What follows belongs to an exercise in optimizing a design on an open flow for small area, a short achievable clock period and few clock cycles; a production flow would make more cautious choices. Where RTL was checked, it was by simulation tests only, not by an equivalence proof against the original. Power is estimated from default activity; no workload was simulated.

==> inputs of fjord <==
==> flow/design.v (excerpt) <==
module ipc_core #(
    parameter LEFT_TH              = 2,
    parameter RIGHT_TH             = 1,
    parameter HAZARD_TH            = 1,
    parameter CNT_W                = 16,
    parameter BCNT_W               = 8,
    parameter DIR_W                = 8,
    parameter PERSIST_VERSION      = 16'h0001,
    parameter ADDR_W               = 16,
    parameter STORE_OFFSET         = 0,
    parameter MIN_SAVE_INTERVAL_MS = 32'd10000
) (
    input  wire          clk,
    input  wire          rst,
    input  wire          cmd_valid,
    output wire          cmd_ready,
    input  wire [15:0]   cmd,
    output wire          rsp_valid,
    output wire [3:0]    rsp_status,
    input  wire          flag_1,
    input  wire          flag_2,
    input  wire          flag_buz,
    input  wire [31:0]   now_ms,
    input  wire [31:0]   wall_s,
    output reg  [1:0]    owner,
    output reg           left_led,
    output reg           right_led,
    output reg           buz_out,
    output wire [15:0]   buz_duty,
    output wire [7:0]    pat_byte,
    output reg           pat_valid,
    output reg           nv_req,
    output reg           nv_we,
    output wire [ADDR_W-1:0] nv_addr,
    output wire [7:0]    nv_len,
    output wire [159:0]  nv_wdata,
    input  wire          nv_done,
    input  wire          nv_ok,
    input  wire [159:0]  nv_rdata,
    output wire [15:0]   rec_version,
    output reg  [15:0]   rec_crc,
    output reg  [31:0]   power_on_count,
    output reg  [31:0]   runtime_minutes,
    output reg  [31:0]   service_count,
    output reg  [31:0]   last_service_ts
);
==> flow/config.mk <==
export PLATFORM = sky130hd
export DESIGN_NAME = ipc_core
export DESIGN_NICKNAME = ipc_core
export VERILOG_FILES = /design/flow/design.v
export SDC_FILE = /design/flow/constraint.sdc
export NUM_CORES = 4
export LEC_CHECK = 0
export CAP_MARGIN = 20
export CORE_MARGIN = 2
export CORE_UTILIZATION = 50
export PLACE_DENSITY = 0.7
export SETUP_SLACK_MARGIN = 2.5
export SLEW_MARGIN = 20
==> flow/constraint.sdc <==
create_clock -name core_clock -period 5.0 [get_ports {clk}]
set_input_delay 1.0000 -clock core_clock [delete_from_list [all_inputs] [get_ports {clk}]]
set_output_delay 1.0000 -clock core_clock [all_outputs]
set_load 0.01 [all_outputs]
standard.sh (not shown) runs the stock make flow with config.mk's settings and CLKGATE_MAP_FILE= SYNTH_SCRIPT=/design/flow/synth_recipe.tcl, a recipe that flattens the netlist after the stock synthesis.
==> flow/flow/run.sh <==
#!/bin/bash
# The standard layout, with every input and output port buffered by a
# sky130_fd_sc_hd__buf_1 instead of the default port buffer cell.
set -euo pipefail
bash standard.sh BUFFER_PORTS_ARGS="-buffer_cell sky130_fd_sc_hd__buf_1" finish > standard_flow.log 2>&1
==> violet (differences from fjord) <==
--- a/flow/design.v
+++ b/flow/design.v
@@ -42,15 +42,14 @@
     output reg  [31:0]   power_on_count,
     output reg  [31:0]   runtime_minutes,
     output reg  [31:0]   service_count,
     output reg  [31:0]   last_service_ts
 );
     localparam BPC   = 2;                
     localparam NSTEP = 16 / BPC;
-    localparam IW    = 3;                
     localparam [1:0] IDLE = 2'd0, LEFT = 2'd1, RIGHT = 2'd2, HAZARD = 2'd3;
     localparam [3:0] ST_OK = 4'h0, ST_CORRUPT = 4'h1, ST_IO_ERROR = 4'h2,
                      ST_NOT_DUE = 4'h3, ST_ILLEGAL = 4'hF;
     localparam [3:0] OP_ARB_TICK = 4'h1, OP_BUZ_DIR = 4'h2, OP_PAT_DIR = 4'h3,
                      OP_PS_LOAD = 4'h8, OP_PS_SAVE_NOW = 4'h9,
                      OP_PS_SAVE_IF_DUE = 4'hA, OP_PS_POWER_ON = 4'hB,
                      OP_PS_MINUTE = 4'hC, OP_PS_SERVICE = 4'hD;
@@ -75,15 +74,15 @@
     reg [2:0]  pat_step;
     reg        pat_prev;
     reg        dirty;
     reg [31:0] last_save_ms;
     reg [31:0] now_q;                    
     reg        ver_ok;                   
     reg [15:0] crc_acc;
-    reg [IW-1:0] crc_idx;
+    reg [NSTEP-1:0] crc_idx;             
     reg        crc_run;                  
     reg        crc_val;                  
     wire w_done = !rdy && (bstate == B_NVW) && nv_done;
     assign cmd_ready  = rdy | w_done;
     assign rsp_valid  = rsp_v | w_done;
     assign rsp_status = w_done ? (nv_ok ? ST_OK : ST_IO_ERROR) : rsp_st;
     assign rec_version = PERSIST_VERSION;
@@ -104,15 +103,21 @@
             default: begin pat_lo = 8'h00; pat_hi = 8'h00; end
         endcase
     end
     assign pat_byte = ((pat_last_dir == 8'd1 || pat_last_dir == 8'd3) ? pat_lo : 8'h00) |
                       ((pat_last_dir == 8'd2 || pat_last_dir == 8'd3) ? pat_hi : 8'h00);
     wire [127:0] crc_bytes = {last_service_ts, service_count, runtime_minutes,
                               power_on_count};
-    wire [8*BPC-1:0] crc_word = crc_bytes[crc_idx*8*BPC +: 8*BPC];
+    reg [8*BPC-1:0] crc_word;
+    integer m;
+    always @(*) begin
+        crc_word = {8*BPC{1'b0}};
+        for (m = 0; m < NSTEP; m = m + 1)
+            crc_word = crc_word | (crc_bytes[m*8*BPC +: 8*BPC] & {8*BPC{crc_idx[m]}});
+    end
     function [15:0] crc16_byte;
         input [15:0] c_in;
         input [7:0]  b;
         integer k;
         reg [15:0] c;
         begin
             c = c_in ^ {b, 8'h00};
@@ -125,15 +130,15 @@
     integer j;
     integer i;
     always @(*) begin
         crc_next = crc_acc;
         for (j = 0; j < BPC; j = j + 1)
             crc_next = crc16_byte(crc_next, crc_word[8*j +: 8]);
     end
-    wire crc_last = crc_run && (crc_idx == NSTEP - 1);
+    wire crc_last = crc_run && crc_idx[NSTEP-1];
     wire       acc     = cmd_valid & cmd_ready;
     wire [3:0] opcode  = cmd[15:12];
     wire [7:0] operand = cmd[7:0];
     wire       hi0     = (cmd[11:8] == 4'h0);
     wire       op0     = (operand == 8'd0);
     wire do_arb  = acc & hi0 & (opcode == OP_ARB_TICK) & (cmd[7:3] == 5'd0);
     wire do_buz  = acc & hi0 & (opcode == OP_BUZ_DIR);
@@ -251,25 +256,26 @@
     wire [4:0] inc1 = bcnt1 + 1'b1;
     wire [6:0] inc2 = bcnt2 + 1'b1;
     wire [5:0] inc3 = bcnt3 + 1'b1;
     wire [3:0] buz_end = {buz_phase[3] ? (inc3 == 6'd10) : (inc3 == 6'd40),
                           buz_phase[2] ? 1'b1            : (inc2 == 7'd100),
                           buz_phase[1] ? (inc1 == 5'd2)  : (inc1 == 5'd16),
                           buz_phase[0] ? (inc0 == 5'd2)  : (inc0 == 5'd16)};
-    wire pat_in_range = (operand >= 8'd1) && (operand <= 8'd3);
-    wire pat_flag     = (operand == 8'd2) ? flag_2 : flag_1;
-    wire pat_new      = (operand != pat_last_dir);
-    wire pat_adv      = !pat_new && pat_in_range && (pat_flag != pat_prev);
+    wire last_in_range = (pat_last_dir >= 8'd1) && (pat_last_dir <= 8'd3);
+    wire last_flag     = (pat_last_dir == 8'd2) ? flag_2 : flag_1;
+    wire new_flag      = (operand[1:0] == 2'd2) ? flag_2 : flag_1;
+    wire pat_new       = (operand != pat_last_dir);
+    wire pat_adv       = !pat_new && last_in_range && (last_flag != pat_prev);
     always @(posedge clk) begin
         begin
             rsp_v     <= 1'b0;
             pat_valid <= 1'b0;
             if (crc_run) begin
                 crc_acc <= crc_next;
-                crc_idx <= crc_idx + 1'b1;
+                crc_idx <= {crc_idx[NSTEP-2:0], 1'b0};
                 if (crc_last) begin
                     crc_run <= 1'b0;
                     crc_val <= 1'b1;
                 end
             end
             if (!rdy) begin
                 case (bstate)
@@ -298,15 +304,15 @@
                             rec_crc         <= nv_rdata[31:16];
                             power_on_count  <= nv_rdata[63:32];
                             runtime_minutes <= nv_rdata[95:64];
                             service_count   <= nv_rdata[127:96];
                             last_service_ts <= nv_rdata[159:128];
                             ver_ok          <= (nv_rdata[15:0] == PERSIST_VERSION);
                             crc_acc         <= 16'hFFFF;
-                            crc_idx         <= {IW{1'b0}};
+                            crc_idx         <= {{NSTEP-1{1'b0}}, 1'b1};
                             crc_run         <= 1'b1;
                             crc_val         <= 1'b0;
                             bstate          <= B_LCHK;
                         end else begin
                             rec_crc         <= 16'h0000;
                             power_on_count  <= 32'd0;
                             runtime_minutes <= 32'd0;
@@ -388,18 +394,18 @@
                     buz_started <= 4'b0;
                 end
             end
             if (do_pat) begin
                 if (pat_new) begin
                     pat_step     <= 3'd0;
                     pat_last_dir <= operand;
-                    if (pat_in_range) pat_prev <= pat_flag;
+                    pat_prev     <= new_flag;
                     pat_valid    <= 1'b1;
                 end else if (pat_adv) begin
-                    pat_prev  <= pat_flag;
+                    pat_prev  <= last_flag;
                     pat_step  <= (pat_step == 3'd4) ? 3'd0 : pat_step + 3'd1;
                     pat_valid <= 1'b1;
                 end
             end
             if (do_min) begin
                 runtime_minutes <= runtime_minutes + 32'd1;
                 dirty           <= 1'b1;
@@ -411,15 +417,15 @@
             end
             if (do_pon) begin
                 power_on_count <= power_on_count + 32'd1;
                 dirty          <= 1'b1;
             end
             if (do_min | do_svc | do_pon) begin
                 crc_acc <= 16'hFFFF;
-                crc_idx <= {IW{1'b0}};
+                crc_idx <= {{NSTEP-1{1'b0}}, 1'b1};
                 crc_run <= 1'b1;
                 crc_val <= 1'b0;
             end
             if (do_sdue & !due) rsp_st <= ST_NOT_DUE;
             if (do_snow | do_sdue | do_pon) now_q <= now_ms;
             if (do_save & (crc_val | crc_last)) begin
                 nv_req  <= 1'b1;
==> flow/config.mk (replaced) <==
export PLATFORM = sky130hd
export DESIGN_NAME = ipc_core
export DESIGN_NICKNAME = ipc_core
export VERILOG_FILES = /design/flow/design.v
export SDC_FILE = /design/flow/constraint.sdc
export NUM_CORES = 4
export LEC_CHECK = 0
export CAP_MARGIN = 20
export CORE_MARGIN = 2
export CORE_UTILIZATION = 55
export PLACE_DENSITY = 0.75
export SETUP_SLACK_MARGIN = 2.1
export SLEW_MARGIN = 20
==> Implementation_results.wiki <==
{| class="wikitable"
! Metric !! Value
|-
| Fraction of standard cell area in multi-input logic || 48.5%
|-
| Run status || complete, no violations
|-
| Signal buffers share of area || 19.2%
|-
| Power in sequential cells || 2.47 mW
|-
| Proportion of layout cells with a drive suffix above 1 || 28.1%
|-
| Proportion of synthesized chip area in sequential cells || 33.5%
|-
| FF-to-FF path depth || 10
|-
| Power Density || 201 mW/mm^2
|}
The numbers above come from fjord.

==> Implementation_results.wiki <==
{| class="wikitable"
! Metric !! Value
|-
| Power Density || 230 mW/mm^2
|-
| FF-to-FF path depth || 12
|-
| Proportion of synthesized chip area in sequential cells || 34.5%
|-
| Run status || complete, no violations
|-
| Fraction of standard cell area in multi-input logic || 48.9%
|-
| Proportion of layout cells with a drive suffix above 1 || 13.0%
|-
| Signal buffers share of area || 13.2%
|}
The numbers above come from violet.

Testbench counts of violet, summed over its fixed seeds: cycles 25,579.
Function not checked in fjord: the RTL went through the layout flow alone.

re-timing with driven ports:
Ports are ideal in the flow. The routed layouts listed here were re-timed in OpenROAD. Step 1 sets driving cells, clkbuf_16 on the clock port and buf_2 on the other inputs (assumed; they add their load-dependent delay and slew). Step 2 also shifts input and output timing later by t, the mid clock arrival at the registers, as if the neighbouring blocks saw the same clock. Slacks: ideal ports / drivers / drivers and shift; pairs: ideal ports / drivers.
run	shift t [ns]	slack for setup (ns)	worst hold slack (ns)	clock arrival spread, ns
fjord	0.602	1.577 / 1.592 / 0.990	0.474 / 0.474 / 0.474	0.025 / 0.026
violet	0.564	1.961 / 1.959 / 1.395	0.459 / 0.459 / 0.459	0.014 / 0.014
After both steps every run listed still meets setup and hold. The setup slack of fjord, which loses most, moves by +0.015 ns with the drivers and by -0.587 ns with both steps.
